What follows belongs to an exercise in optimizing a design on an open flow for small area, a short achievable clock period and few clock cycles per item; a production flow would make more cautious choices.
At most, simulation tests tie the RTL to the original design; equivalence was not proved.
For run 4, only the layout was checked, not whether the RTL still works.
Power figures rest on the tool's default switching activity, not on a simulated workload.

<file path="flow/flow/downsize.tcl">
# Set every combinational cell of 2_floorplan.odb to the smallest drive
# strength (_1) of its footprint. Registers, clock cells and tie cells stay.
set lib $::env(FLOW_HOME)/platforms/sky130hd/lib/sky130_fd_sc_hd__tt_025C_1v80.lib
read_liberty $lib
read_db $::env(RESULTS)/2_floorplan.odb
set db [ord::get_db]
set n 0
foreach inst [[ord::get_db_block] getInsts] {
  set m [[$inst getMaster] getName]
  if {![regexp {^(sky130_fd_sc_hd__[a-z0-9]+)_([0-9]+)$} $m -> base size]} { continue }
  if {$size == 1} { continue }
  if {[regexp {__(df|sdf|edf|dl|clk|conb|tap|fill|decap|diode|probe|lpflow)} $base]} { continue }
  set target ${base}_1
  set tm [$db findMaster $target]
  if {$tm == "NULL" || $tm == ""} { continue }
  puts "downsize [$inst getName] $m -> $target"
  $inst swapMaster $tm
  incr n
}
puts "downsized $n cells"
write_db $::env(RESULTS)/2_floorplan.odb
</file>
<file path="flow/design.v">
module dtl_hdr_codec (
    input  wire         clk,
    input  wire         rst,
    input  wire         cmd_valid,
    output wire         cmd_ready,
    input  wire         cmd_op,        
    input  wire         cmd_scr_en,    
    input  wire [11:0]  b_plen,
    input  wire [11:0]  b_seq,
    input  wire [3:0]   b_mod,
    input  wire [3:0]   b_fec,
    input  wire [7:0]   b_flen,
    input  wire [7:0]   b_cwid,
    input  wire [13:0]  b_off,
    input  wire [13:0]  b_short,
    input  wire [3:0]   b_emod,
    input  wire [3:0]   b_efec,
    input  wire [767:0] hdr_in,
    output wire         res_valid,
    output wire [95:0]  hdr_out,       
    output wire         res_ok,        
    output wire [11:0]  r_plen,
    output wire [11:0]  r_seq,
    output wire [3:0]   r_mod,
    output wire [3:0]   r_fec,
    output wire [7:0]   r_flen,
    output wire [7:0]   r_cwid,
    output wire [13:0]  r_off,
    output wire [13:0]  r_short,
    output wire [3:0]   r_emod,
    output wire [3:0]   r_efec
);
    localparam HB = 96;
    localparam [95:0] SCR_SEQ = 96'h542de72b306d746440934f70;
    localparam [7:0]  SCR_CRC = 8'h85;
    reg [HB-1:0] body_bits;    
    reg [HB-1:0] sign_bits;    
    integer k;
    always @* begin
        body_bits = {HB{1'b0}};
        for (k = 0; k < 12; k = k + 1) body_bits[ 0 + k] = b_plen [11 - k];
        for (k = 0; k < 12; k = k + 1) body_bits[12 + k] = b_seq  [11 - k];
        for (k = 0; k < 4;  k = k + 1) body_bits[24 + k] = b_mod  [3 - k];
        for (k = 0; k < 4;  k = k + 1) body_bits[28 + k] = b_fec  [3 - k];
        for (k = 0; k < 8;  k = k + 1) body_bits[32 + k] = b_flen [7 - k];
        for (k = 0; k < 8;  k = k + 1) body_bits[40 + k] = b_cwid [7 - k];
        for (k = 0; k < 14; k = k + 1) body_bits[48 + k] = b_off  [13 - k];
        for (k = 0; k < 14; k = k + 1) body_bits[62 + k] = b_short[13 - k];
        for (k = 0; k < 4;  k = k + 1) body_bits[76 + k] = b_emod [3 - k];
        for (k = 0; k < 4;  k = k + 1) body_bits[80 + k] = b_efec [3 - k];
    end
    always @* begin
        for (k = 0; k < HB; k = k + 1) sign_bits[k] = hdr_in[8*k + 7];
    end
    assign cmd_ready = 1'b1;
    reg          a_v;
    reg [HB-1:0] a_y;
    wire [83:0] a_m;
    wire [HB-1:0] a_d;
    genvar gi;
    generate
        for (gi = 0; gi < 84; gi = gi + 1) begin : g_sel
            dtl_mux2 u_m (.s(cmd_op), .a(body_bits[gi]), .b(sign_bits[gi]), .y(a_m[gi]));
            if (SCR_SEQ[gi]) begin : g_scr
                dtl_xor2 u_s (.a(a_m[gi]), .b(cmd_scr_en), .y(a_d[gi]));
            end else begin : g_pass
                assign a_d[gi] = a_m[gi];
            end
        end
    endgenerate
    assign a_d[95:84] = (cmd_op ? sign_bits[95:84] : 12'h000) ^ (cmd_scr_en ? SCR_SEQ[95:84] : 12'h000);
    reg          a_bc;          
    always @(posedge clk) begin
        if (rst) a_v <= 1'b0;
        else     a_v <= cmd_valid;
        a_y  <= a_d;
        a_bc <= !cmd_op && cmd_scr_en;
    end
    wire n0;
    dtl_xor2 u_n0 (.a(a_y[24]), .b(a_y[3]), .y(n0));
    wire n1;
    dtl_xor2 u_n1 (.a(a_y[25]), .b(a_y[39]), .y(n1));
    wire n2;
    dtl_xor2 u_n2 (.a(a_y[59]), .b(a_y[75]), .y(n2));
    wire n3;
    dtl_xor2 u_n3 (.a(a_y[26]), .b(a_y[40]), .y(n3));
    wire n4;
    dtl_xor2 u_n4 (.a(a_y[22]), .b(a_y[70]), .y(n4));
    wire n5;
    dtl_xor2 u_n5 (.a(a_y[35]), .b(a_y[48]), .y(n5));
    wire n6;
    dtl_xor2 u_n6 (.a(a_y[13]), .b(a_y[27]), .y(n6));
    wire n7;
    dtl_xor2 u_n7 (.a(a_y[5]), .b(a_y[6]), .y(n7));
    wire n8;
    dtl_xor2 u_n8 (.a(a_y[43]), .b(a_y[58]), .y(n8));
    wire n9;
    dtl_xor2 u_n9 (.a(a_y[21]), .b(a_y[71]), .y(n9));
    wire n10;
    dtl_xor2 u_n10 (.a(a_y[53]), .b(a_y[74]), .y(n10));
    wire n11;
    dtl_xor2 u_n11 (.a(a_y[42]), .b(a_y[73]), .y(n11));
    wire n12;
    dtl_xor2 u_n12 (.a(a_y[36]), .b(a_y[4]), .y(n12));
    wire n13;
    dtl_xor2 u_n13 (.a(a_y[38]), .b(a_y[57]), .y(n13));
    wire n14;
    dtl_xor2 u_n14 (.a(a_y[1]), .b(a_y[37]), .y(n14));
    wire n15;
    dtl_xor2 u_n15 (.a(a_y[41]), .b(a_y[72]), .y(n15));
    wire n16;
    dtl_xor2 u_n16 (.a(a_y[0]), .b(a_y[2]), .y(n16));
    wire n17;
    dtl_xor2 u_n17 (.a(a_y[44]), .b(a_y[7]), .y(n17));
    wire n18;
    dtl_xor2 u_n18 (.a(a_y[23]), .b(a_y[83]), .y(n18));
    wire n19;
    dtl_xor2 u_n19 (.a(a_y[34]), .b(a_y[69]), .y(n19));
    wire n20;
    dtl_xor2 u_n20 (.a(a_y[20]), .b(a_y[81]), .y(n20));
    wire n21;
    dtl_xor2 u_n21 (.a(a_bc), .b(a_y[19]), .y(n21));
    wire n22;
    dtl_xor2 u_n22 (.a(a_y[16]), .b(a_y[84]), .y(n22));
    wire n23;
    dtl_xor2 u_n23 (.a(a_y[10]), .b(a_y[30]), .y(n23));
    wire n24;
    dtl_xor2 u_n24 (.a(a_y[23]), .b(a_y[52]), .y(n24));
    wire n25;
    dtl_xor2 u_n25 (.a(a_y[55]), .b(a_y[66]), .y(n25));
    wire n26;
    dtl_xor2 u_n26 (.a(a_y[12]), .b(a_y[80]), .y(n26));
    wire n27;
    dtl_xor2 u_n27 (.a(a_y[68]), .b(a_y[79]), .y(n27));
    wire n28;
    dtl_xor2 u_n28 (.a(a_y[15]), .b(a_y[82]), .y(n28));
    wire n29;
    dtl_xor2 u_n29 (.a(a_y[62]), .b(a_y[86]), .y(n29));
    wire n30;
    dtl_xor2 u_n30 (.a(a_y[50]), .b(a_y[54]), .y(n30));
    wire n31;
    dtl_xor2 u_n31 (.a(a_y[18]), .b(a_y[85]), .y(n31));
    wire n32;
    dtl_xor2 u_n32 (.a(a_y[29]), .b(a_y[77]), .y(n32));
    wire n33;
    dtl_xor2 u_n33 (.a(a_y[14]), .b(a_y[61]), .y(n33));
    wire n34;
    dtl_xor2 u_n34 (.a(a_y[11]), .b(a_y[28]), .y(n34));
    wire n35;
    dtl_xor2 u_n35 (.a(a_y[17]), .b(a_y[69]), .y(n35));
    wire n36;
    dtl_xor2 u_n36 (.a(a_y[51]), .b(a_y[67]), .y(n36));
    wire n37;
    dtl_xor2 u_n37 (.a(a_y[46]), .b(a_y[9]), .y(n37));
    wire n38;
    dtl_xor2 u_n38 (.a(a_y[63]), .b(a_y[65]), .y(n38));
    wire n39;
    dtl_xor2 u_n39 (.a(a_y[32]), .b(a_y[78]), .y(n39));
    wire n40;
    dtl_xor2 u_n40 (.a(a_y[47]), .b(a_y[64]), .y(n40));
    wire n41;
    dtl_xor2 u_n41 (.a(a_y[33]), .b(a_y[87]), .y(n41));
    wire n42;
    dtl_xor2 u_n42 (.a(a_y[31]), .b(a_y[39]), .y(n42));
    wire n43;
    dtl_xor2 u_n43 (.a(a_y[49]), .b(a_y[8]), .y(n43));
    wire n44;
    dtl_xor2 u_n44 (.a(a_y[60]), .b(a_y[76]), .y(n44));
    wire n45;
    dtl_xor2 u_n45 (.a(a_y[67]), .b(a_y[80]), .y(n45));
    wire n46;
    dtl_xor2 u_n46 (.a(a_y[32]), .b(a_y[65]), .y(n46));
    wire n47;
    dtl_xor2 u_n47 (.a(a_y[13]), .b(a_y[82]), .y(n47));
    wire n48;
    dtl_xor2 u_n48 (.a(a_y[54]), .b(a_y[72]), .y(n48));
    wire n49;
    dtl_xor2 u_n49 (.a(a_y[45]), .b(a_y[88]), .y(n49));
    wire n50;
    dtl_xor2 u_n50 (.a(a_y[21]), .b(a_y[14]), .y(n50));
    wire n51;
    dtl_xor2 u_n51 (.a(a_y[1]), .b(a_y[40]), .y(n51));
    wire n52;
    dtl_xor2 u_n52 (.a(a_y[12]), .b(a_y[89]), .y(n52));
    wire n53;
    dtl_xor2 u_n53 (.a(a_y[68]), .b(a_y[41]), .y(n53));
    wire n54;
    dtl_xor2 u_n54 (.a(a_y[5]), .b(a_y[58]), .y(n54));
    wire n55;
    dtl_xor2 u_n55 (.a(a_y[33]), .b(a_y[73]), .y(n55));
    wire n56;
    dtl_xor2 u_n56 (.a(a_y[44]), .b(a_y[2]), .y(n56));
    wire n57;
    dtl_xor2 u_n57 (.a(a_y[49]), .b(a_y[35]), .y(n57));
    wire n58;
    dtl_xor2 u_n58 (.a(a_y[59]), .b(a_y[45]), .y(n58));
    wire n59;
    dtl_xor2 u_n59 (.a(a_y[56]), .b(a_y[47]), .y(n59));
    wire n60;
    dtl_xor2 u_n60 (.a(a_y[74]), .b(a_y[55]), .y(n60));
    wire n61;
    dtl_xor2 u_n61 (.a(a_y[37]), .b(a_y[42]), .y(n61));
    wire n62;
    dtl_xor2 u_n62 (.a(a_y[90]), .b(a_y[50]), .y(n62));
    wire n63;
    dtl_xor2 u_n63 (.a(a_y[62]), .b(a_y[78]), .y(n63));
    wire n64;
    dtl_xor2 u_n64 (.a(a_y[22]), .b(a_y[38]), .y(n64));
    wire n65;
    dtl_xor2 u_n65 (.a(a_y[51]), .b(a_y[60]), .y(n65));
    wire n66;
    dtl_xor2 u_n66 (.a(a_y[7]), .b(a_y[52]), .y(n66));
    wire n67;
    dtl_xor2 u_n67 (.a(a_y[43]), .b(a_y[27]), .y(n67));
    wire n68;
    dtl_xor2 u_n68 (.a(a_y[46]), .b(a_y[75]), .y(n68));
    wire n69;
    dtl_xor2 u_n69 (.a(a_y[4]), .b(a_y[77]), .y(n69));
    wire n70;
    dtl_xor2 u_n70 (.a(a_y[63]), .b(a_y[91]), .y(n70));
    wire n71;
    dtl_xor2 u_n71 (.a(a_y[85]), .b(a_y[56]), .y(n71));
    wire n72;
    dtl_xor2 u_n72 (.a(a_y[17]), .b(a_y[31]), .y(n72));
    wire n73;
    dtl_xor2 u_n73 (.a(a_y[28]), .b(a_y[76]), .y(n73));
    wire n74;
    dtl_xor2 u_n74 (.a(a_y[29]), .b(a_y[24]), .y(n74));
    wire n75;
    dtl_xor2 u_n75 (.a(a_y[92]), .b(a_y[84]), .y(n75));
    wire n76;
    dtl_xor2 u_n76 (.a(a_y[61]), .b(a_y[71]), .y(n76));
    wire n77;
    dtl_xor2 u_n77 (.a(a_y[9]), .b(a_y[45]), .y(n77));
    wire n78;
    dtl_xor2 u_n78 (.a(a_y[81]), .b(a_y[30]), .y(n78));
    wire n79;
    dtl_xor2 u_n79 (.a(a_y[8]), .b(a_y[16]), .y(n79));
    wire n80;
    dtl_xor2 u_n80 (.a(a_y[70]), .b(a_y[0]), .y(n80));
    wire n81;
    dtl_xor2 u_n81 (.a(a_y[93]), .b(a_y[48]), .y(n81));
    wire n82;
    dtl_xor2 u_n82 (.a(a_y[26]), .b(a_y[94]), .y(n82));
    wire n83;
    dtl_xor2 u_n83 (.a(a_y[81]), .b(a_y[6]), .y(n83));
    wire n84;
    dtl_xor2 u_n84 (.a(a_y[57]), .b(a_y[64]), .y(n84));
    wire n85;
    dtl_xor2 u_n85 (.a(a_y[36]), .b(a_y[87]), .y(n85));
    wire n86;
    dtl_xor2 u_n86 (.a(a_y[86]), .b(a_y[11]), .y(n86));
    wire n87;
    dtl_xor2 u_n87 (.a(a_y[10]), .b(a_y[66]), .y(n87));
    wire n88;
    dtl_xor2 u_n88 (.a(a_y[53]), .b(a_y[18]), .y(n88));
    wire n89;
    dtl_xor2 u_n89 (.a(a_y[56]), .b(a_y[95]), .y(n89));
    wire n90;
    dtl_xor2 u_n90 (.a(n0), .b(n6), .y(n90));
    wire n91;
    dtl_xor2 u_n91 (.a(n10), .b(n8), .y(n91));
    wire n92;
    dtl_xor2 u_n92 (.a(n15), .b(n7), .y(n92));
    wire n93;
    dtl_xor2 u_n93 (.a(n13), .b(n16), .y(n93));
    wire n94;
    dtl_xor2 u_n94 (.a(n1), .b(n14), .y(n94));
    wire n95;
    dtl_xor2 u_n95 (.a(n12), .b(n3), .y(n95));
    wire n96;
    dtl_xor2 u_n96 (.a(n2), .b(n9), .y(n96));
    wire n97;
    dtl_xor2 u_n97 (.a(n11), .b(n5), .y(n97));
    wire n98;
    dtl_xor2 u_n98 (.a(n17), .b(n24), .y(n98));
    wire n99;
    dtl_xor2 u_n99 (.a(n33), .b(n4), .y(n99));
    wire n100;
    dtl_xor2 u_n100 (.a(n1), .b(n43), .y(n100));
    wire n101;
    dtl_xor2 u_n101 (.a(n35), .b(n39), .y(n101));
    wire n102;
    dtl_xor2 u_n102 (.a(n21), .b(n41), .y(n102));
    wire n103;
    dtl_xor2 u_n103 (.a(n19), .b(n20), .y(n103));
    wire n104;
    dtl_xor2 u_n104 (.a(n23), .b(n36), .y(n104));
    wire n105;
    dtl_xor2 u_n105 (.a(n25), .b(n37), .y(n105));
    wire n106;
    dtl_xor2 u_n106 (.a(n17), .b(n38), .y(n106));
    wire n107;
    dtl_xor2 u_n107 (.a(n26), .b(n40), .y(n107));
    wire n108;
    dtl_xor2 u_n108 (.a(n18), .b(n28), .y(n108));
    wire n109;
    dtl_xor2 u_n109 (.a(n0), .b(n34), .y(n109));
    wire n110;
    dtl_xor2 u_n110 (.a(n29), .b(n31), .y(n110));
    wire n111;
    dtl_xor2 u_n111 (.a(n30), .b(n32), .y(n111));
    wire n112;
    dtl_xor2 u_n112 (.a(n12), .b(n49), .y(n112));
    wire n113;
    dtl_xor2 u_n113 (.a(n21), .b(n51), .y(n113));
    wire n114;
    dtl_xor2 u_n114 (.a(n44), .b(n4), .y(n114));
    wire n115;
    dtl_xor2 u_n115 (.a(n47), .b(n48), .y(n115));
    wire n116;
    dtl_xor2 u_n116 (.a(n46), .b(n5), .y(n116));
    wire n117;
    dtl_xor2 u_n117 (.a(n45), .b(n50), .y(n117));
    wire n118;
    dtl_xor2 u_n118 (.a(n52), .b(n55), .y(n118));
    wire n119;
    dtl_xor2 u_n119 (.a(n53), .b(n56), .y(n119));
    wire n120;
    dtl_xor2 u_n120 (.a(a_y[3]), .b(n54), .y(n120));
    wire n121;
    dtl_xor2 u_n121 (.a(n57), .b(n20), .y(n121));
    wire n122;
    dtl_xor2 u_n122 (.a(n61), .b(n59), .y(n122));
    wire n123;
    dtl_xor2 u_n123 (.a(n64), .b(n9), .y(n123));
    wire n124;
    dtl_xor2 u_n124 (.a(n44), .b(n22), .y(n124));
    wire n125;
    dtl_xor2 u_n125 (.a(n58), .b(n62), .y(n125));
    wire n126;
    dtl_xor2 u_n126 (.a(n19), .b(n16), .y(n126));
    wire n127;
    dtl_xor2 u_n127 (.a(n63), .b(n60), .y(n127));
    wire n128;
    dtl_xor2 u_n128 (.a(n18), .b(n27), .y(n128));
    wire n129;
    dtl_xor2 u_n129 (.a(n65), .b(n22), .y(n129));
    wire n130;
    dtl_xor2 u_n130 (.a(n66), .b(n72), .y(n130));
    wire n131;
    dtl_xor2 u_n131 (.a(n68), .b(n71), .y(n131));
    wire n132;
    dtl_xor2 u_n132 (.a(n13), .b(n70), .y(n132));
    wire n133;
    dtl_xor2 u_n133 (.a(n67), .b(n69), .y(n133));
    wire n134;
    dtl_xor2 u_n134 (.a(a_y[15]), .b(n76), .y(n134));
    wire n135;
    dtl_xor2 u_n135 (.a(n73), .b(n74), .y(n135));
    wire n136;
    dtl_xor2 u_n136 (.a(n75), .b(n7), .y(n136));
    wire n137;
    dtl_xor2 u_n137 (.a(n78), .b(n80), .y(n137));
    wire n138;
    dtl_xor2 u_n138 (.a(n2), .b(a_y[79]), .y(n138));
    wire n139;
    dtl_xor2 u_n139 (.a(n77), .b(n81), .y(n139));
    wire n140;
    dtl_xor2 u_n140 (.a(n79), .b(n3), .y(n140));
    wire n141;
    dtl_xor2 u_n141 (.a(n82), .b(n42), .y(n141));
    wire n142;
    dtl_xor2 u_n142 (.a(n83), .b(n86), .y(n142));
    wire n143;
    dtl_xor2 u_n143 (.a(n84), .b(n15), .y(n143));
    wire n144;
    dtl_xor2 u_n144 (.a(n85), .b(n4), .y(n144));
    wire n145;
    dtl_xor2 u_n145 (.a(n87), .b(n14), .y(n145));
    wire n146;
    dtl_xor2 u_n146 (.a(n27), .b(n42), .y(n146));
    wire n147;
    dtl_xor2 u_n147 (.a(n88), .b(n89), .y(n147));
    wire n148;
    dtl_xor2 u_n148 (.a(n100), .b(n91), .y(n148));
    wire n149;
    dtl_xor2 u_n149 (.a(n108), .b(n95), .y(n149));
    wire n150;
    dtl_xor2 u_n150 (.a(n106), .b(n91), .y(n150));
    wire n151;
    dtl_xor2 u_n151 (.a(n102), .b(n90), .y(n151));
    wire n152;
    dtl_xor2 u_n152 (.a(n92), .b(n94), .y(n152));
    wire n153;
    dtl_xor2 u_n153 (.a(n93), .b(n98), .y(n153));
    wire n154;
    dtl_xor2 u_n154 (.a(n105), .b(n96), .y(n154));
    wire n155;
    dtl_xor2 u_n155 (.a(n104), .b(n90), .y(n155));
    wire n156;
    dtl_xor2 u_n156 (.a(n113), .b(n112), .y(n156));
    wire n157;
    dtl_xor2 u_n157 (.a(n103), .b(n117), .y(n157));
    wire n158;
    dtl_xor2 u_n158 (.a(n115), .b(n109), .y(n158));
    wire n159;
    dtl_xor2 u_n159 (.a(n93), .b(n116), .y(n159));
    wire n160;
    dtl_xor2 u_n160 (.a(n99), .b(n120), .y(n160));
    wire n161;
    dtl_xor2 u_n161 (.a(n118), .b(n111), .y(n161));
    wire n162;
    dtl_xor2 u_n162 (.a(n94), .b(n121), .y(n162));
    wire n163;
    dtl_xor2 u_n163 (.a(n126), .b(n127), .y(n163));
    wire n164;
    dtl_xor2 u_n164 (.a(n125), .b(n122), .y(n164));
    wire n165;
    dtl_xor2 u_n165 (.a(n124), .b(n123), .y(n165));
    wire n166;
    dtl_xor2 u_n166 (.a(n109), .b(n132), .y(n166));
    wire n167;
    dtl_xor2 u_n167 (.a(n129), .b(n99), .y(n167));
    wire n168;
    dtl_xor2 u_n168 (.a(n131), .b(n133), .y(n168));
    wire n169;
    dtl_xor2 u_n169 (.a(n130), .b(n97), .y(n169));
    wire n170;
    dtl_xor2 u_n170 (.a(n135), .b(n134), .y(n170));
    wire n171;
    dtl_xor2 u_n171 (.a(n95), .b(n136), .y(n171));
    wire n172;
    dtl_xor2 u_n172 (.a(n110), .b(n101), .y(n172));
    wire n173;
    dtl_xor2 u_n173 (.a(n107), .b(n11), .y(n173));
    wire n174;
    dtl_xor2 u_n174 (.a(n140), .b(n139), .y(n174));
    wire n175;
    dtl_xor2 u_n175 (.a(n110), .b(n138), .y(n175));
    wire n176;
    dtl_xor2 u_n176 (.a(n137), .b(n111), .y(n176));
    wire n177;
    dtl_xor2 u_n177 (.a(n97), .b(n101), .y(n177));
    wire n178;
    dtl_xor2 u_n178 (.a(n141), .b(n144), .y(n178));
    wire n179;
    dtl_xor2 u_n179 (.a(n142), .b(n143), .y(n179));
    wire n180;
    dtl_xor2 u_n180 (.a(n107), .b(n96), .y(n180));
    wire n181;
    dtl_xor2 u_n181 (.a(n145), .b(n97), .y(n181));
    wire n182;
    dtl_xor2 u_n182 (.a(n146), .b(n147), .y(n182));
    wire n183;
    dtl_xor2 u_n183 (.a(n159), .b(n156), .y(n183));
    wire n184;
    dtl_xor2 u_n184 (.a(n158), .b(n148), .y(n184));
    wire n185;
    dtl_xor2 u_n185 (.a(n114), .b(n157), .y(n185));
    wire n186;
    dtl_xor2 u_n186 (.a(n161), .b(n154), .y(n186));
    wire n187;
    dtl_xor2 u_n187 (.a(n162), .b(n119), .y(n187));
    wire n188;
    dtl_xor2 u_n188 (.a(n160), .b(n149), .y(n188));
    wire n189;
    dtl_xor2 u_n189 (.a(n92), .b(n163), .y(n189));
    wire n190;
    dtl_xor2 u_n190 (.a(n164), .b(n155), .y(n190));
    wire n191;
    dtl_xor2 u_n191 (.a(n149), .b(n165), .y(n191));
    wire n192;
    dtl_xor2 u_n192 (.a(n166), .b(n168), .y(n192));
    wire n193;
    dtl_xor2 u_n193 (.a(n167), .b(n169), .y(n193));
    wire n194;
    dtl_xor2 u_n194 (.a(n128), .b(n152), .y(n194));
    wire n195;
    dtl_xor2 u_n195 (.a(n170), .b(n153), .y(n195));
    wire n196;
    dtl_xor2 u_n196 (.a(n148), .b(n173), .y(n196));
    wire n197;
    dtl_xor2 u_n197 (.a(n171), .b(n172), .y(n197));
    wire n198;
    dtl_xor2 u_n198 (.a(n175), .b(n151), .y(n198));
    wire n199;
    dtl_xor2 u_n199 (.a(n174), .b(n150), .y(n199));
    wire n200;
    dtl_xor2 u_n200 (.a(n152), .b(n176), .y(n200));
    wire n201;
    dtl_xor2 u_n201 (.a(n177), .b(n155), .y(n201));
    wire n202;
    dtl_xor2 u_n202 (.a(n178), .b(n150), .y(n202));
    wire n203;
    dtl_xor2 u_n203 (.a(n154), .b(n179), .y(n203));
    wire n204;
    dtl_xor2 u_n204 (.a(n151), .b(n103), .y(n204));
    wire n205;
    dtl_xor2 u_n205 (.a(n180), .b(n182), .y(n205));
    wire n206;
    dtl_xor2 u_n206 (.a(n153), .b(n181), .y(n206));
    wire n207;
    dtl_xor2 u_n207 (.a(n184), .b(n183), .y(n207));
    wire n208;
    dtl_xor2 u_n208 (.a(n187), .b(n188), .y(n208));
    wire n209;
    dtl_xor2 u_n209 (.a(n189), .b(n191), .y(n209));
    wire n210;
    dtl_xor2 u_n210 (.a(n193), .b(n192), .y(n210));
    wire n211;
    dtl_xor2 u_n211 (.a(n195), .b(n197), .y(n211));
    wire n212;
    dtl_xor2 u_n212 (.a(n200), .b(n198), .y(n212));
    wire n213;
    dtl_xor2 u_n213 (.a(n202), .b(n201), .y(n213));
    wire n214;
    dtl_xor2 u_n214 (.a(n204), .b(n206), .y(n214));
    wire n215;
    dtl_xor2 u_n215 (.a(n207), .b(n185), .y(n215));
    wire n216;
    dtl_xor2 u_n216 (.a(n186), .b(n208), .y(n216));
    wire n217;
    dtl_xor2 u_n217 (.a(n209), .b(n190), .y(n217));
    wire n218;
    dtl_xor2 u_n218 (.a(n210), .b(n194), .y(n218));
    wire n219;
    dtl_xor2 u_n219 (.a(n211), .b(n196), .y(n219));
    wire n220;
    dtl_xor2 u_n220 (.a(n212), .b(n199), .y(n220));
    wire n221;
    dtl_xor2 u_n221 (.a(n203), .b(n213), .y(n221));
    wire n222;
    dtl_xor2 u_n222 (.a(n205), .b(n214), .y(n222));
    wire [7:0] t = {n222, n221, n220, n219, n218, n217, n216, n215};
    wire [3:0] ok_a;
    wire [1:0] ok_b;
    wire       ok;
    dtl_nor2  u_ok_a0 (.a(t[0]), .b(t[1]), .y(ok_a[0]));
    dtl_nor2  u_ok_a1 (.a(t[2]), .b(t[3]), .y(ok_a[1]));
    dtl_nor2  u_ok_a2 (.a(t[4]), .b(t[5]), .y(ok_a[2]));
    dtl_nor2  u_ok_a3 (.a(t[6]), .b(t[7]), .y(ok_a[3]));
    dtl_nand2 u_ok_b0 (.a(ok_a[0]), .b(ok_a[1]), .y(ok_b[0]));
    dtl_nand2 u_ok_b1 (.a(ok_a[2]), .b(ok_a[3]), .y(ok_b[1]));
    dtl_nor2  u_ok_c  (.a(ok_b[0]), .b(ok_b[1]), .y(ok));
    reg          b_v;
    reg [83:0]   b_y;
    reg          b_r85;         
    reg [7:0]    b_t;
    reg          b_ok;
    always @(posedge clk) begin
        if (rst) b_v <= 1'b0;
        else     b_v <= a_v;
        b_y   <= a_y[83:0];
        b_r85 <= a_y[85];
        b_t   <= t;
        b_ok  <= ok;
    end
    assign res_valid = b_v;
    assign hdr_out   = {b_t, 2'b00, b_r85, 1'b0, b_y};
    assign res_ok    = b_ok;
    genvar g;
    generate
        for (g = 0; g < 12; g = g + 1) begin : g_plen
            assign r_plen[11 - g] = b_y[ 0 + g];
            assign r_seq [11 - g] = b_y[12 + g];
        end
        for (g = 0; g < 4; g = g + 1) begin : g_id
            assign r_mod [3 - g] = b_y[24 + g];
            assign r_fec [3 - g] = b_y[28 + g];
            assign r_emod[3 - g] = b_y[76 + g];
            assign r_efec[3 - g] = b_y[80 + g];
        end
        for (g = 0; g < 8; g = g + 1) begin : g_byte
            assign r_flen[7 - g] = b_y[32 + g];
            assign r_cwid[7 - g] = b_y[40 + g];
        end
        for (g = 0; g < 14; g = g + 1) begin : g_wide
            assign r_off  [13 - g] = b_y[48 + g];
            assign r_short[13 - g] = b_y[62 + g];
        end
    endgenerate
endmodule
module dtl_mux2 (input wire s, input wire a, input wire b, output wire y);
    assign y = s ? b : a;
endmodule
module dtl_nor2 (input wire a, input wire b, output wire y);
    assign y = ~(a | b);
endmodule
module dtl_nand2 (input wire a, input wire b, output wire y);
    assign y = ~(a & b);
endmodule
module dtl_xor2 (input wire a, input wire b, output wire y);
    assign y = a ^ b;
endmodule
</file>
<file path="flow/standard.sh">
#!/bin/bash
# synth_recipe.tcl (not shown) runs the flow's synth.tcl, then flattens the netlist and writes it again
# the make line also repeats each setting of config.mk as NAME=value (left out here)
make -C /OpenROAD-flow-scripts/flow DESIGN_CONFIG=/design/flow/config.mk WORK_HOME=/design/flow/orfs CLKGATE_MAP_FILE= SYNTH_SCRIPT=/design/flow/synth_recipe.tcl "${@:-finish}"
</file>
<file path="flow/flow/run.sh">
#!/bin/bash
# The standard layout, with two changes to how the cells are sized:
#  - the port buffers are made from the smallest buffer cell (buf_1);
#  - the pins of each header bit sit side by side (flow/io.tcl);
#  - clock tree synthesis adds no dummy loads;
#  - after floorplan, every combinational cell is set to the smallest drive
#    strength of its footprint, so that the later timing repair sizes up
#    only what the timing needs.
# Each tool's output goes to a log of its own in the work folder.
set -euo pipefail
cd "$(dirname "$0")/.."
W=$PWD
R=$W/orfs/results/${FLOW_PLATFORM:-sky130hd}/dtl_hdr_codec/base
PB="BUFFER_PORTS_ARGS=-buffer_cell sky130_fd_sc_hd__buf_1"
IO="PRE_IO_PLACEMENT_TCL=$W/flow/io.tcl"
CTS="CTS_ARGS=-sink_clustering_enable -repair_clock_nets -dont_use_dummy_load"
bash standard.sh "$PB" "$IO" floorplan > flow_make_floorplan.log 2>&1
RESULTS=$R openroad -no_init -exit flow/downsize.tcl > flow_downsize.log 2>&1
bash standard.sh "$PB" "$IO" "$CTS" finish > flow_make_finish.log 2>&1
</file>
<file path="flow/config.mk">
export PLATFORM = sky130hd
export DESIGN_NAME = dtl_hdr_codec
export DESIGN_NICKNAME = dtl_hdr_codec
export VERILOG_FILES = /design/flow/design.v
export SDC_FILE = /design/flow/constraint.sdc
export NUM_CORES = 4
export LEC_CHECK = 0
export CAP_MARGIN = 20
export CORE_AREA = 10 10 290 290
export DIE_AREA = 0 0 300 300
export SETUP_SLACK_MARGIN = 2.9
export SLEW_MARGIN = 20
export SYNTH_HIERARCHICAL = 1
export SYNTH_MINIMUM_KEEP_SIZE = 0
export TNS_END_PERCENT = 50
</file>
<file path="flow/constraint.sdc">
create_clock -name core_clock -period 5.0 [get_ports {clk}]
set_input_delay 1.0000 -clock core_clock [delete_from_list [all_inputs] [get_ports {clk}]]
set_output_delay 1.0000 -clock core_clock [all_outputs]
set_load 0.01 [all_outputs]
</file>
<file path="flow/flow/io.tcl">
# Pin order: each header bit's sample sign, field input and both outputs side
# by side, bits in order around the die, in the middle part of each edge.
set_io_pin_constraint -group -order -region bottom:60-240 -pin_names {hdr_in[7] b_plen[11] hdr_out[0] r_plen[11] hdr_in[15] b_plen[10] hdr_out[1] r_plen[10] hdr_in[23] b_plen[9] hdr_out[2] r_plen[9] hdr_in[31] b_plen[8] hdr_out[3] r_plen[8] hdr_in[39] b_plen[7] hdr_out[4] r_plen[7] hdr_in[47] b_plen[6] hdr_out[5] r_plen[6] hdr_in[55] b_plen[5] hdr_out[6] r_plen[5] hdr_in[63] b_plen[4] hdr_out[7] r_plen[4] hdr_in[71] b_plen[3] hdr_out[8] r_plen[3] hdr_in[79] b_plen[2] hdr_out[9] r_plen[2] hdr_in[87] b_plen[1] hdr_out[10] r_plen[1] hdr_in[95] b_plen[0] hdr_out[11] r_plen[0] hdr_in[103] b_seq[11] hdr_out[12] r_seq[11] hdr_in[111] b_seq[10] hdr_out[13] r_seq[10] hdr_in[119] b_seq[9] hdr_out[14] r_seq[9] hdr_in[127] b_seq[8] hdr_out[15] r_seq[8] hdr_in[135] b_seq[7] hdr_out[16] r_seq[7] hdr_in[143] b_seq[6] hdr_out[17] r_seq[6] hdr_in[151] b_seq[5] hdr_out[18] r_seq[5] hdr_in[159] b_seq[4] hdr_out[19] r_seq[4] hdr_in[167] b_seq[3] hdr_out[20] r_seq[3] hdr_in[679] hdr_out[84] hdr_in[687] hdr_out[85] hdr_in[695] hdr_out[86] cmd_op cmd_scr_en}
set_io_pin_constraint -group -order -region right:60-240 -pin_names {hdr_in[175] b_seq[2] hdr_out[21] r_seq[2] hdr_in[183] b_seq[1] hdr_out[22] r_seq[1] hdr_in[191] b_seq[0] hdr_out[23] r_seq[0] hdr_in[199] b_mod[3] hdr_out[24] r_mod[3] hdr_in[207] b_mod[2] hdr_out[25] r_mod[2] hdr_in[215] b_mod[1] hdr_out[26] r_mod[1] hdr_in[223] b_mod[0] hdr_out[27] r_mod[0] hdr_in[231] b_fec[3] hdr_out[28] r_fec[3] hdr_in[239] b_fec[2] hdr_out[29] r_fec[2] hdr_in[247] b_fec[1] hdr_out[30] r_fec[1] hdr_in[255] b_fec[0] hdr_out[31] r_fec[0] hdr_in[263] b_flen[7] hdr_out[32] r_flen[7] hdr_in[271] b_flen[6] hdr_out[33] r_flen[6] hdr_in[279] b_flen[5] hdr_out[34] r_flen[5] hdr_in[287] b_flen[4] hdr_out[35] r_flen[4] hdr_in[295] b_flen[3] hdr_out[36] r_flen[3] hdr_in[303] b_flen[2] hdr_out[37] r_flen[2] hdr_in[311] b_flen[1] hdr_out[38] r_flen[1] hdr_in[319] b_flen[0] hdr_out[39] r_flen[0] hdr_in[327] b_cwid[7] hdr_out[40] r_cwid[7] hdr_in[335] b_cwid[6] hdr_out[41] r_cwid[6] hdr_in[703] hdr_out[87] hdr_in[711] hdr_out[88] hdr_in[719] hdr_out[89] cmd_valid rst}
set_io_pin_constraint -group -order -region top:60-240 -pin_names {hdr_in[343] b_cwid[5] hdr_out[42] r_cwid[5] hdr_in[351] b_cwid[4] hdr_out[43] r_cwid[4] hdr_in[359] b_cwid[3] hdr_out[44] r_cwid[3] hdr_in[367] b_cwid[2] hdr_out[45] r_cwid[2] hdr_in[375] b_cwid[1] hdr_out[46] r_cwid[1] hdr_in[383] b_cwid[0] hdr_out[47] r_cwid[0] hdr_in[391] b_off[13] hdr_out[48] r_off[13] hdr_in[399] b_off[12] hdr_out[49] r_off[12] hdr_in[407] b_off[11] hdr_out[50] r_off[11] hdr_in[415] b_off[10] hdr_out[51] r_off[10] hdr_in[423] b_off[9] hdr_out[52] r_off[9] hdr_in[431] b_off[8] hdr_out[53] r_off[8] hdr_in[439] b_off[7] hdr_out[54] r_off[7] hdr_in[447] b_off[6] hdr_out[55] r_off[6] hdr_in[455] b_off[5] hdr_out[56] r_off[5] hdr_in[463] b_off[4] hdr_out[57] r_off[4] hdr_in[471] b_off[3] hdr_out[58] r_off[3] hdr_in[479] b_off[2] hdr_out[59] r_off[2] hdr_in[487] b_off[1] hdr_out[60] r_off[1] hdr_in[495] b_off[0] hdr_out[61] r_off[0] hdr_in[503] b_short[13] hdr_out[62] r_short[13] hdr_in[727] hdr_out[90] hdr_in[735] hdr_out[91] hdr_in[743] hdr_out[92] clk res_ok}
set_io_pin_constraint -group -order -region left:60-240 -pin_names {hdr_in[511] b_short[12] hdr_out[63] r_short[12] hdr_in[519] b_short[11] hdr_out[64] r_short[11] hdr_in[527] b_short[10] hdr_out[65] r_short[10] hdr_in[535] b_short[9] hdr_out[66] r_short[9] hdr_in[543] b_short[8] hdr_out[67] r_short[8] hdr_in[551] b_short[7] hdr_out[68] r_short[7] hdr_in[559] b_short[6] hdr_out[69] r_short[6] hdr_in[567] b_short[5] hdr_out[70] r_short[5] hdr_in[575] b_short[4] hdr_out[71] r_short[4] hdr_in[583] b_short[3] hdr_out[72] r_short[3] hdr_in[591] b_short[2] hdr_out[73] r_short[2] hdr_in[599] b_short[1] hdr_out[74] r_short[1] hdr_in[607] b_short[0] hdr_out[75] r_short[0] hdr_in[615] b_emod[3] hdr_out[76] r_emod[3] hdr_in[623] b_emod[2] hdr_out[77] r_emod[2] hdr_in[631] b_emod[1] hdr_out[78] r_emod[1] hdr_in[639] b_emod[0] hdr_out[79] r_emod[0] hdr_in[647] b_efec[3] hdr_out[80] r_efec[3] hdr_in[655] b_efec[2] hdr_out[81] r_efec[2] hdr_in[663] b_efec[1] hdr_out[82] r_efec[1] hdr_in[671] b_efec[0] hdr_out[83] r_efec[0] hdr_in[751] hdr_out[93] hdr_in[759] hdr_out[94] hdr_in[767] hdr_out[95] res_valid cmd_ready}
</file>
==> results.cfg, run 1 <==
[outcome]
status = complete, no violations

[sta]
fin_crit_sh = 0.436
rsz0062_at_grt = yes
skew_ps = 24.1
hold_slack_ps = 416
report.final.slew_viol_count = 0
setup_viol = 0
fin_tns_setup_ps = 0
fin_crit_ps = 2180
fmax_mhz = 459
slew_headroom = 0.625
hold_viol_final = 0
worst_slew_pin_slew_ps = 563

[die]
core_um2 = 77600
std_cell_rows = 102
die_w_um = 300
die_h_um = 300
boundaryPins = 1040
die_area_um2 = 90000
start_util = 0.107

[yosys]
syn-instance-count = 659
syn_area_um2 = 8280
yosysSeqAreaShare = 0.467
synth_seq_cells = 193
synth-warning-count = 7
avgSynthCellArea_um2 = 12.6
synth_cell_type_count = 14

[global_route]
grtUsageTotal = 0.0726
grt_max_degree = 55
grt_pass1_vias = 5811
antenna_found_initial = 10
overflow = 0
grt_pass1_wl_um = 43800

[worst_setup_path]
critPathKind = reg2reg
end_kind = flop
slowest_stage = dfxtp_2
cp_max_fo = 3
crit_arrival_ps = 2560
cp_cell_sequence = xor2_2, xor2_1, xor2_1, xor2_1, xor2_1, xor2_1, nor2_1, nand2_1, nor2_1
slowest_delay_ps = 440
startpoint_type = flop
cp_common_cell = xor2_1
required_ps = 5380

[drt]
routed_wl_um = 33600
postRouteAntennaNets = 0
vias = 5246
wl_per_cell_um = 16.6
vias_per_cell = 2.60
drc = 0
first_pass_iters = 4
drt-initial-drc-count = 204

[clock_tree]
cts_tree = built
postCtsHoldBufs = 0
cts.htree.levels = 4
root_buffer = clkbuf_16
worstSkewPairLatency_ps = 480
clk_pin_slew_worst_paths_ps = 70
clock_sinks = 193
clock_path_buffers = 2
cts_buffers = 17

[power]
power.leakage_nw = 4.02
powerDensity_nw_per_um2 = 479
irDropWorstVdd_mv = 0.272

[layout]
syn_to_final_growth_pct = 35.5
finalNetCount = 1828
fin_util = 0.145
drive_above_1_share = 0.159

[placed_design]
place.port_buffers = 363
dp_hpwl_um = 28700
place.gp.congestion = 0.827

[min_path]
hold_path_class = reg2reg

[run]
maxCapViolCount = 0
[power breakdown]
part | switching (W) | total, W | internal, W
clock | 0.000548 | 0.00114 | 0.000588
sequential | 0.000257 | 0.00203 | 0.00177
combinational | 0.00122 | 0.00221 | 0.000990
[modules after synthesis, one instance, submodules excluded]
module         cells inside  area, um2
dtl_hdr_codec           305       4690
dtl_mux2                  1       15.0
dtl_xor2                  1       8.76
dtl_nand2                 1       3.75
dtl_nor2                  1       3.75
[cell families after synthesis]
| family | synth area share |
|---|---|
| buffers and inverters | 0.0827 |
| flip-flops | 0.467 |
| multiplexers | 0.152 |
| AND/OR/NAND/NOR | 0.0142 |
| XOR/XNOR | 0.283 |
| other | 0.000907 |
[Yosys cell counts, drive strengths merged]
| master | instances | area (um2) |
|---|---|---|
| and2 | 8 | 50.1 |
| buf | 91 | 684 |
| conb | 2 | 7.51 |
| dfxtp | 193 | 3860 |
| mux2 | 84 | 1260 |
| nand2 | 6 | 30.0 |
| nor2 | 5 | 18.8 |
| nor2b | 3 | 18.8 |
| xnor2 | 4 | 42.6 |
| xor2 | 263 | 2300 |
[area by class of cell]
class	count	area, um2
multi-input combinational	377	3920
sequential	193	4010
fill	8791	66400
clock buffer	17	425
timing repair buffer	382	1540
tap	1040	1300
antenna	8	20.0
[cell usage in the layout, fill, tap and decap left out]
master     instances
and2_1             8
buf_1            359
buf_12             1
buf_4             18
buf_6              1
clkbuf_16         17
clkbuf_2           1
clkbuf_4           1
clkbuf_8           1
conb_1             4
dfxtp_1          124
dfxtp_2           45
dfxtp_4           24
diode_2            8
mux2_1            84
nand2_1            6
nor2_1             4
nor2_2             1
nor2b_1            3
xnor2_1            4
xor2_1           219
xor2_2            28
xor2_4            16
[final timing paths]
check	start	endpoint	slack, ps	cells after the start
max	a_y[17]	b_ok	2820	9
min	a_y[74]	b_y[74]	420	0
max reg2reg	a_y[17]	b_ok	2820	9
min reg2reg	a_y[74]	b_y[74]	420	0
[sequential cells by signal, indices dropped and copies added, names as in the netlist]
signal / cells
b_y: 84
b_v: 1
b_r85: 1
b_t: 8
a_v: 1
a_bc: 1
b_ok: 1
a_y: 96
[through the flow]
step	power, W	setup slack [ps]	cell area, um2	instances
2_1_floorplan	0.00327	3130	8290	661
3_3_place_gp	0.00385	2150	9970	1977
3_5_place_dp	0.00385	2150	9970	1977
4_1_cts	0.00520	2720	10700	2001
5_1_grt	0.00572	2730	11200	2009
6_report	0.00538	2820	11200	2017
[repair_timing]
item	4_1_cts	5_1_grt
pin swaps	11	31
setup buffers	7	8
endpoints found under the setup margin	46	14
gates resized for setup	77	82
[routing by layer]
layer  up-vias  global-route usage  part of all wire
met1      2394              0.0834              0.42
met3        32              0.0267             0.078
met4         4              0.0263             0.015
li1       2575                   -                 -
met5         -                   0           0.00080
met2       241               0.122              0.48
[critical path: cells and delay by family, from the launching register on]
kind	cells	cell delay (ps)
xor+xnor	6	1450
flops	1	440
simple gates	3	180
Testbench counts, summed over its fixed seeds: cycles 976, items 960.
==> inputs of run 2 (changes only) <==
--- a/flow/config.mk
+++ b/flow/config.mk
@@ -8,8 +8,9 @@
 export CAP_MARGIN = 20
 export CORE_AREA = 10 10 290 290
 export DIE_AREA = 0 0 300 300
+export PLACE_DENSITY = 0.7
 export SETUP_SLACK_MARGIN = 2.9
 export SLEW_MARGIN = 20
 export SYNTH_HIERARCHICAL = 1
 export SYNTH_MINIMUM_KEEP_SIZE = 0
-export TNS_END_PERCENT = 50
+export TNS_END_PERCENT = 30
==> results.cfg, run 2 <==
[outcome]
status = complete, no violations

[clock_tree]
worstSkewPairLatency_ps = 470
postCtsHoldBufs = 0
root_buffer = clkbuf_16
cts_tree = built
cts.htree.levels = 4
clock_path_buffers = 2
clock_sinks = 193
cts_buffers = 17
clk_pin_slew_worst_paths_ps = 70

[sta]
fin_crit_ps = 2190
slew_headroom = 0.631
fin_crit_sh = 0.439
skew_ps = 16.4
fmax_mhz = 456
rsz0062_at_grt = yes
setup_viol = 0
report.final.slew_viol_count = 0
hold_viol_final = 0
fin_tns_setup_ps = 0
hold_slack_ps = 406
worst_slew_pin_slew_ps = 554

[global_route]
grt_pass1_vias = 5680
antenna_found_initial = 8
grt_max_degree = 55
grtUsageTotal = 0.0715
overflow = 0
grt_pass1_wl_um = 42900

[drt]
wl_per_cell_um = 16.6
drc = 0
vias_per_cell = 2.58
postRouteAntennaNets = 0
vias = 5163
first_pass_iters = 4
routed_wl_um = 33300
drt-initial-drc-count = 201

[layout]
syn_to_final_growth_pct = 31.6
drive_above_1_share = 0.136
fillers = 8791
seq_area_um2 = 3970
largest_register_ffs = 96
fin_util = 0.140
finalNetCount = 1818
final_cell_mix = buf_1, xor2_1, dfxtp_1
layout_commonest_cell = buf_1
final_cell_area_um2 = 10900
multi_input_area_um2 = 3750
top_register = a_y
reg_top3 = a_y: 96 flops, b_y: 84 flops, b_t: 8 flops
instances_no_fill = 2001

[die]
die_area_um2 = 90000
std_cell_rows = 102
boundaryPins = 1040
core_um2 = 77600
start_util = 0.107
die_w_um = 300
die_h_um = 300

[worst_setup_path]
required_ps = 5380
r2r_setup_slack_ps = 2810
rr_worst_depth = 9
r2r_start = a_y[17]
r2r-end = b_ok
crit_arrival_ps = 2570
slowest_delay_ps = 420
cp_max_fo = 3
end_kind = flop
cp_cell_sequence = xor2_1, xor2_1, xor2_1, xor2_1, xor2_1, xor2_1, nor2_1, nand2_1, nor2_1
cp_common_cell = xor2_1
slowest_stage = dfxtp_2
startpoint_type = flop
critPathKind = reg2reg

[power]
intPower_w = 0.00317
power.leakage_nw = 3.93
irDropWorstVdd_mv = 0.291
pwr-share-comb = 0.386
pwr-share-clk = 0.221
powerDensity_nw_per_um2 = 471
p_switching_w = 0.00196
p_sw_frac = 0.382
seq_power_share = 0.393

[yosys]
synth.most_common_cell = xor2_1
async_flop_share = 0
synth-warning-count = 7
synth_top_area_frac = 0.467
synthFlopType = dfxtp_1
synth_edf_count = 0
syn-instance-count = 659
synth_top_cell_by_area = dfxtp_1
synth_cell_type_count = 14
synth_seq_cells = 193
yosysSeqAreaShare = 0.467
synth_area_leaders = dfxtp_1, xor2_1, mux2_4
avgSynthCellArea_um2 = 12.6
ys_top_cells_by_count = xor2_1, dfxtp_1, buf_4
syn_area_um2 = 8280

[min_path]
min_to = b_y[53]
whs_path_depth = 0
holdCritStartpoint = a_y[53]
hold_path_class = reg2reg

[run]
maxCapViolCount = 0

[placed_design]
place.gp.congestion = 0.848
placed_cell_area_um2 = 9970
dp_hpwl_um = 28800
place.port_buffers = 363
dpl.cell_count = 1976
## run 2: worst max-delay path: cells and delay by family, from the launching register on
kind	cells	cell delay (ps)
and+or+nand+nor	3	160
xor gates and xnor gates	6	1510
DFF	1	420
## run 2: metal layers
layer | GRT usage | vias up | share of wire
li1 | - | 2556 | -
met1 | 0.0774 | 2320 | 0.41
met2 | 0.118 | 246 | 0.48
met3 | 0.0326 | 37 | 0.092
met4 | 0.0324 | 4 | 0.024
met5 | 0 | - | 0.00081
## run 2: repair_timing
action                                  CTS  global route
buffers inserted                          3             3
hold endpoints to repair                  0             0
gates resized for setup                  71            49
endpoints found under the setup margin   56            28
pin swaps                                10            13
## run 2: stage by stage
step / power, W / worst slack, ps
3_5_place_dp: 0.00386 / 2120
5_1_grt: 0.00548 / 2690
3_3_place_gp: 0.00383 / 2150
2_1_floorplan: 0.00327 / 3130
4_1_cts: 0.00520 / 2640
6_report: 0.00513 / 2810
## run 2: power groups by stage
stage | clock [W] | sequential, W | combinational [W]
after floorplan | 0 | 0.00195 | 0.00132
after global placement | 0 | 0.00205 | 0.00179
after detailed placement | 0 | 0.00205 | 0.00181
after CTS | 0.00121 | 0.00203 | 0.00196
after global routing | 0.00125 | 0.00205 | 0.00218
final | 0.00114 | 0.00202 | 0.00198
## run 2: layout make-up
class,instances,area share
Tap cell,1040,0.119
Sequential cell,193,0.364
Timing Repair Buffer,372,0.133
Clock buffer,17,0.0390
Multi-Input combinational cell,377,0.344
Antenna cell,2,0.000459
## run 2: Yosys stat by module (local to each module, per instance)
module,flops+latches,area [um2]
dtl_hdr_codec,193,4690
dtl_nand2,0,3.75
dtl_mux2,0,15.0
dtl_nor2,0,3.75
dtl_xor2,0,8.76
## run 2: kinds of logic (layout without fill, tap and decap cells)
| family | count (synthesis) | in the layout | share of synthesized area |
|---|---|---|---|
| xor gates and xnor gates | 267 | 267 | 0.283 |
| buffers and inverters | 91 | 389 | 0.0827 |
| DFF | 193 | 193 | 0.467 |
| muxes | 84 | 84 | 0.152 |
| other | 2 | 6 | 0.000907 |
| and+or+nand+nor | 22 | 22 | 0.0142 |
## run 2: worst max path at each step
stage / startpoint / to / slack, ps / cells after the start
2_1_floorplan: a_y[1] / b_ok / 3130 / 9
3_3_place_gp: cmd_op / a_y[69] / 2150 / 4
3_5_place_dp: cmd_op / a_y[69] / 2120 / 4
4_1_cts: a_y[36] / b_ok / 2640 / 9
5_1_grt: a_y[24] / b_ok / 2690 / 9
6_report: a_y[17] / b_ok / 2810 / 9
==> inputs of run 3 (changes only) <==
--- a/flow/config.mk
+++ b/flow/config.mk
@@ -8,7 +8,6 @@
 export CAP_MARGIN = 20
 export CORE_AREA = 10 10 290 290
 export DIE_AREA = 0 0 300 300
-export PLACE_DENSITY = 0.7
 export SETUP_SLACK_MARGIN = 2.9
 export SLEW_MARGIN = 20
 export SYNTH_HIERARCHICAL = 1
==> results.cfg, run 3 <==
[die]
boundaryPins = 1040
die_area_um2 = 90000
start_util = 0.107
die_w_um = 300
die_h_um = 300
std_cell_rows = 102
core_um2 = 77600

[layout]
finalNetCount = 1829
final_cell_mix = buf_1, xor2_1, dfxtp_1
final_cell_area_um2 = 11200
largest_register_ffs = 96
fillers = 8792
top_register = a_y
drive_above_1_share = 0.158
reg_top3 = a_y: 96 flops, b_y: 84 flops, b_t: 8 flops
layout_commonest_cell = buf_1
instances_no_fill = 2017
syn_to_final_growth_pct = 35.3

[sta]
report.final.slew_viol_count = 0
rsz0062_at_grt = yes
fin_crit_sh = 0.434
worst_slew_pin_slew_ps = 561
fin_tns_setup_ps = 0
setup_viol = 0
fin_crit_ps = 2170
slew_headroom = 0.626
hold_viol_final = 0
skew_ps = 25.2
hold_slack_ps = 411
fmax_mhz = 460

[run]
maxCapViolCount = 0

[yosys]
synth_edf_count = 0
synthFlopType = dfxtp_1
synth.most_common_cell = xor2_1
syn-instance-count = 659
synth_seq_cells = 193
async_flop_share = 0
yosysSeqAreaShare = 0.467
synth-warning-count = 7
syn_area_um2 = 8280
synth_top_cell_by_area = dfxtp_1
ys_top_cells_by_count = xor2_1, dfxtp_1, buf_4
avgSynthCellArea_um2 = 12.6
synth_cell_type_count = 14
synth_area_leaders = dfxtp_1, xor2_1, mux2_4
synth_top_area_frac = 0.467

[clock_tree]
clock_path_buffers = 2
worstSkewPairLatency_ps = 480
cts_buffers = 17
clk_pin_slew_worst_paths_ps = 70
cts_tree = built
cts.htree.levels = 4
root_buffer = clkbuf_16
postCtsHoldBufs = 0
clock_sinks = 193

[drt]
routed_wl_um = 33400
postRouteAntennaNets = 0
vias = 5232
vias_per_cell = 2.59
drt-initial-drc-count = 219
drc = 0
wl_per_cell_um = 16.6
first_pass_iters = 4

[global_route]
grt_max_degree = 55
grt.met3_usage = 0.0267
use_met2 = 0.121
grt_busiest_layer = met2
grt_pass1_vias = 5777
overflow = 0
grt_pass1_wl_um = 43700
antenna_found_initial = 10
grt_use_met1 = 0.0836
grtUsageTotal = 0.0725

[worst_setup_path]
startpoint_type = flop
cp.buffers_inverters = 1
critPathKind = reg2out
crit_family = buffers and inverters
cp_max_fo = 1
required_ps = 4000
slowest_stage = buf_1
end_kind = output port
crit_arrival_ps = 1170
cp_cell_sequence = buf_1
slowest_delay_ps = 380

[placed_design]
dp_hpwl_um = 28700
place.port_buffers = 363
dpl.cell_count = 1977
placed_cell_area_um2 = 9970
place.gp.congestion = 0.827

[power]
irDropWorstVdd_mv = 0.271
power_w = 0.00540
power.leakage_nw = 4.01
powerDensity_nw_per_um2 = 482

[min_path]
hold_path_class = reg2reg

[outcome]
status = complete, no violations
-- run 3: cell count changes in the layout (fill, tap and decap cells not counted), moves of 2 or more --
| cell | before | now |
|---|---|---|
| xor2_2 | 30 | 28 |
| dfxtp_4 | 10 | 25 |
| buf_4 | 10 | 20 |
| dfxtp_2 | 54 | 44 |
| dfxtp_1 | 129 | 124 |
| xor2_4 | 6 | 15 |
| xor2_1 | 227 | 220 |
| diode_2 | 2 | 7 |
-- run 3: cell type report --
cell class	count	area, um2	share of cell area
flip-flops and latches	193	4010	0.358
diodes	7	17.5	0.00156
repair buffers	383	1540	0.138
clock buffers	17	425	0.0380
multi-input cells	377	3900	0.348
well taps	1040	1300	0.116
-- run 3: cells by family after synthesis --
kind of cell | synth area share
xor+xnor | 0.283
buf+inv | 0.0827
flops | 0.467
mux | 0.152
other cells | 0.000907
simple gates | 0.0142
-- run 3: what timing repair did --
action | 4_1_cts | 5_1_grt
gates cloned | 0 | 0
resized for setup | 70 | 86
setup buffers | 7 | 9
pin swaps | 11 | 33
hold endpoints to repair | 0 | 0
setup endpoints to repair | 46 | 14
-- run 3: path summary, 6_finish.rpt --
kind            from          end  slack, ps  cells after the start
max           b_t[6]  hdr_out[94]       2830                      1
min          a_y[53]      b_y[53]        410                      0
max reg2reg  a_y[39]         b_ok       2850                     10
min reg2reg  a_y[53]      b_y[53]        410                      0
-- run 3: per-module statistics from Yosys (local to each module, per instance) --
module	area, um2	cells inside
dtl_hdr_codec	4690	305
dtl_mux2	15.0	1
dtl_nand2	3.75	1
dtl_nor2	3.75	1
dtl_xor2	8.76	1
-- run 3: through the flow --
step                      setup WS [ps]   util
after floorplan                    3130      -
final                              2830  0.144
after global routing               2750  0.144
after CTS                          2680  0.138
after global placement             2150  0.129
after detailed placement           2150  0.129
-- run 3: worst reg2reg max path, cell delays in order (launching register included) --
cell and delay, ps:
dfxtp_4 380, buf_12 140, xor2_4 240, xor2_1 190, xor2_1 270, xor2_1 210, xor2_1 190, xor2_1 260
nor2_1 70, nand2_1 60, nor2_1 30
-- run 3: routing by layer --
layer / vias to the layer above / routed length [um]
met4: 4 / 519
met2: 234 / 16200
met5: - / 27
met3: 32 / 2450
met1: 2383 / 14300
li1: 2579 / -
-- run 3: power by group --
| part | internal [W] | total (W) | leakage, nW | switching, W |
|---|---|---|---|---|
| Clock | 0.000588 | 0.00113 | 0.210 | 0.000545 |
| Sequential | 0.00177 | 0.00203 | 1.64 | 0.000256 |
| Combinational | 0.00102 | 0.00224 | 2.17 | 0.00122 |
==> inputs of run 4 (changes only) <==
--- a/flow/design.v
+++ b/flow/design.v
@@ -55,16 +55,17 @@
     assign cmd_ready = 1'b1;
     reg          a_v;
     reg [HB-1:0] a_y;
+    wire        op_n = ~cmd_op;
     wire [83:0] a_m;
     wire [HB-1:0] a_d;
     genvar gi;
     generate
         for (gi = 0; gi < 84; gi = gi + 1) begin : g_sel
-            dtl_mux2 u_m (.s(cmd_op), .a(body_bits[gi]), .b(sign_bits[gi]), .y(a_m[gi]));
+            dtl_aoi22 u_m (.a1(cmd_op), .a2(sign_bits[gi]), .b1(op_n), .b2(body_bits[gi]), .y(a_m[gi]));
             if (SCR_SEQ[gi]) begin : g_scr
-                dtl_xor2 u_s (.a(a_m[gi]), .b(cmd_scr_en), .y(a_d[gi]));
+                dtl_xnor2 u_s (.a(a_m[gi]), .b(cmd_scr_en), .y(a_d[gi]));
             end else begin : g_pass
-                assign a_d[gi] = a_m[gi];
+                assign a_d[gi] = a_m[gi];    
             end
         end
     endgenerate
@@ -507,7 +508,7 @@
     wire n214;
     dtl_xor2 u_n214 (.a(n204), .b(n206), .y(n214));
     wire n215;
-    dtl_xor2 u_n215 (.a(n207), .b(n185), .y(n215));
+    dtl_xnor2 u_n215 (.a(n207), .b(n185), .y(n215));
     wire n216;
     dtl_xor2 u_n216 (.a(n186), .b(n208), .y(n216));
     wire n217;
@@ -519,7 +520,7 @@
     wire n220;
     dtl_xor2 u_n220 (.a(n212), .b(n199), .y(n220));
     wire n221;
-    dtl_xor2 u_n221 (.a(n203), .b(n213), .y(n221));
+    dtl_xnor2 u_n221 (.a(n203), .b(n213), .y(n221));
     wire n222;
     dtl_xor2 u_n222 (.a(n205), .b(n214), .y(n222));
     wire [7:0] t = {n222, n221, n220, n219, n218, n217, n216, n215};
@@ -541,7 +542,7 @@
     always @(posedge clk) begin
         if (rst) b_v <= 1'b0;
         else     b_v <= a_v;
-        b_y   <= a_y[83:0];
+        b_y   <= a_y[83:0] ^ 84'h218d4cf928b9bbf6cb08f;   
         b_r85 <= a_y[85];
         b_t   <= t;
         b_ok  <= ok;
@@ -571,8 +572,11 @@
         end
     endgenerate
 endmodule
-module dtl_mux2 (input wire s, input wire a, input wire b, output wire y);
-    assign y = s ? b : a;
+module dtl_aoi22 (input wire a1, input wire a2, input wire b1, input wire b2, output wire y);
+    assign y = ~((a1 & a2) | (b1 & b2));
+endmodule
+module dtl_xnor2 (input wire a, input wire b, output wire y);
+    assign y = ~(a ^ b);
 endmodule
 module dtl_nor2 (input wire a, input wire b, output wire y);
     assign y = ~(a | b);
==> results.cfg, run 4 <==
[outcome]
status = complete, no violations

[yosys]
async_flop_share = 0
syn-instance-count = 704
yosysSeqAreaShare = 0.470
synth_cell_type_count = 13
synth-warning-count = 7
synthFlopType = dfxtp_1
synth_area_leaders = dfxtp_1, xor2_1, a22oi_2
synth_edf_count = 0
synth.most_common_cell = xor2_1
avgSynthCellArea_um2 = 11.7
ys_top_cells_by_count = xor2_1, dfxtp_1, buf_4
syn_area_um2 = 8220
synth_top_area_frac = 0.470
synth_top_cell_by_area = dfxtp_1
synth_seq_cells = 193

[power]
intPower_w = 0.00332
powerDensity_nw_per_um2 = 485
power.leakage_nw = 4.05
p_switching_w = 0.00205
pwr-share-comb = 0.412
pwr-share-clk = 0.211
p_sw_frac = 0.382
seq_power_share = 0.377
irDropWorstVdd_mv = 0.333

[drt]
vias_per_cell = 2.70
routed_wl_um = 35400
wl_per_cell_um = 17.2
vias = 5576
drt-initial-drc-count = 282
drc = 0
postRouteAntennaNets = 0
first_pass_iters = 4

[sta]
fin_crit_sh = 0.434
slew_headroom = 0.580
skew_ps = 18.9
fmax_mhz = 460
layout_setup_ws_ps = 2830
setup_viol = 0
report.final.slew_viol_count = 0
worst_slew_pin_slew_ps = 631
hold_viol_final = 0
fin_tns_setup_ps = 0
fin_crit_ps = 2170
rsz0062_at_grt = yes

[die]
core_um2 = 77600
die_h_um = 300
die_area_um2 = 90000
std_cell_rows = 102
die_w_um = 300
boundaryPins = 1040
start_util = 0.106

[layout]
drive_above_1_share = 0.157
reg_top3 = a_y: 96 flops, b_y: 84 flops, b_t: 8 flops
layout_commonest_cell = buf_1
fillers = 8812
instances_no_fill = 2062
syn_to_final_growth_pct = 34.4
largest_register_ffs = 96
final_cell_mix = buf_1, xor2_1, dfxtp_1
top_register = a_y
finalNetCount = 1878

[clock_tree]
cts.htree.levels = 4
worstSkewPairLatency_ps = 470
clk_pin_slew_worst_paths_ps = 80
postCtsHoldBufs = 0
clock_path_buffers = 2
cts_tree = built
cts_buffers = 17
clock_sinks = 193
root_buffer = clkbuf_16

[worst_setup_path]
cp.buffers_inverters = 0
cp_common_cell = xor2_1
r2r-end = b_ok
slowest_delay_ps = 410
crit_family = XOR/XNOR gates
critPathKind = reg2reg
end_kind = flop
required_ps = 5370
crit_arrival_ps = 2540
cp_max_fo = 3
startpoint_type = flop
rr_worst_depth = 9
slowest_stage = dfxtp_4
r2r_setup_slack_ps = 2830
cp_cell_sequence = xor2_4, xor2_2, xor2_2, xor2_1, xor2_1, xor2_1, nor2_1, nand2_1, nor2_1
r2r_start = a_y[3]

[global_route]
overflow = 0
grtUsageTotal = 0.0771
grt_pass1_vias = 6108
grt_pass1_wl_um = 47000
antenna_found_initial = 6
grt_max_degree = 77

[placed_design]
place.gp.congestion = 0.834
dpl.cell_count = 2021
preCtsSetupSlack_ps = 1760
dp_hpwl_um = 29300
place.port_buffers = 363

[run]
maxCapViolCount = 0

[min_path]
hold_path_class = reg2reg
holdCritStartpoint = a_y[53]
whs_path_depth = 0
min_to = b_y[53]
==> run 4: cell count changes in the layout (fill, tap and decap cells not counted), sizes merged <==
| cell | before | now |
|---|---|---|
| xor2 | 263 | 221 |
| inv | 0 | 44 |
| mux2 | 84 | 0 |
| buf | 381 | 382 |
| clkinvlp | 0 | 3 |
| diode | 7 | 3 |
| clkbuf | 19 | 20 |
| a22oi | 0 | 84 |
| xnor2 | 4 | 46 |
==> run 4: per-stage QoR <==
stage / utilization / hold WS, ps / power (W) / area [um2]
final: 0.142 / 403 / 0.00537 / 11100
after global routing: 0.142 / 418 / 0.00570 / 11000
after CTS: 0.142 / 419 / 0.00533 / 11000
after detailed placement: 0.127 / 445 / 0.00388 / 9820
after global placement: 0.127 / 447 / 0.00388 / 9820
after floorplan: - / 349 / 0.00328 / 8240
==> run 4: timing repair <==
| item | 4_1_cts | 5_1_grt |
|---|---|---|
| gates cloned | 2 | 0 |
| gates resized for setup | 159 | 7 |
| setup buffers | 15 | 4 |
| setup endpoints to repair | 99 | 29 |
| pin swaps | 27 | 8 |
==> run 4: cell type report <==
class	instances	area, um2	area share
Sequential cell	193	4040	0.365
Multi-Input combinational cell	377	3550	0.321
Timing Repair Buffer	385	1540	0.140
Tap cell	1040	1300	0.118
Clock buffer	17	425	0.0385
Inverter	45	173	0.0156
Timing Repair inverter	2	15.0	0.00136
Antenna cell	3	7.51	0.000679
==> run 4: how the worst max path moves through the flow <==
stage / from / to / slack [ps] / depth (start not counted)
global placement: cmd_op / a_y[54] / 1790 / 5
detailed placement: cmd_op / a_y[46] / 1760 / 5
CTS: b_v / res_valid / 2630 / 1
finish: a_y[3] / b_ok / 2830 / 9
global route: a_y[24] / b_ok / 2740 / 10
floorplan: cmd_op / a_y[10] / 1970 / 4
==> run 4: kinds of logic after synthesis <==
group	count (synthesis)	share of synthesized area
other	2	0.000913
and+or+nand+nor	22	0.0134
xor gates and xnor gates	267	0.284
AOI/OAI and AO/OA	84	0.128
buffers and inverters	136	0.104
DFF	193	0.470
==> run 4: worst reg2reg max path, cell delays in order (launching register included) <==
cell and delay [ps]:
dfxtp_4 410, xor2_4 200, xor2_2 270, xor2_2 220, xor2_1 220, xor2_1 300, xor2_1 260, nor2_1 80
nand2_1 70, nor2_1 40
==> run 4: routing by layer <==
metal / global-route usage / vias to the layer above / share of wire
li1: - / 2749 / -
met1: 0.0924 / 2547 / 0.42
met2: 0.129 / 242 / 0.49
met3: 0.0257 / 34 / 0.075
met4: 0.0231 / 4 / 0.015
met5: 0 / - / 0.00088
==> run 4: power groups by stage <==
stage / clock (W) / combinational [W] / sequential, W
after CTS: 0.00120 / 0.00208 / 0.00205
after global placement: 0 / 0.00183 / 0.00205
after global routing: 0.00125 / 0.00238 / 0.00206
after detailed placement: 0 / 0.00183 / 0.00205
after floorplan: 0 / 0.00133 / 0.00195
final: 0.00113 / 0.00221 / 0.00202
==> run 4: modules after synthesis, one instance, submodules excluded <==
module,times used,flops+latches,area (um2)
dtl_hdr_codec,1,193,4840
dtl_nor2,5,0,3.75
dtl_xnor2,42,0,8.76
dtl_xor2,221,0,8.76
dtl_nand2,2,0,3.75
dtl_aoi22,84,0,12.5

what the ideal ports hide:
How much do the figures lean on ideal ports? The routed layouts below were timed once more, with nothing changed but the port constraints.
Step 1 (the two cells are an assumption about what drives the block):
set clk [get_ports {clk}]
set_driving_cell -lib_cell sky130_fd_sc_hd__clkbuf_16 $clk
set_driving_cell -lib_cell sky130_fd_sc_hd__buf_2 [delete_from_list [all_inputs] $clk]
Step 2 times the ports against the registers' clock, not the clock port: input delays grow and output delays shrink by t, the midpoint of the rising clock arrivals with the driver on.
a / b / c = ideal ports / drivers / drivers and shift; a / b = the first two.
| run | t, ns | slack for setup (ns) | clock arrival spread, ns |
|---|---|---|---|
| run 1 | 0.524 | 2.821 / 2.783 / 2.461 | 0.032 / 0.033 |
| run 2 | 0.519 | 2.807 / 2.786 / 2.421 | 0.023 / 0.024 |
| run 3 | 0.522 | 2.828 / 2.774 / 2.466 | 0.033 / 0.033 |
| run 4 | 0.509 | 2.828 / 2.802 / 2.472 | 0.028 / 0.028 |
After both steps every run listed still meets setup and hold. For run 2, which loses most, drivers alone change the setup slack by -0.021 ns; drivers and shift together by -0.386 ns.
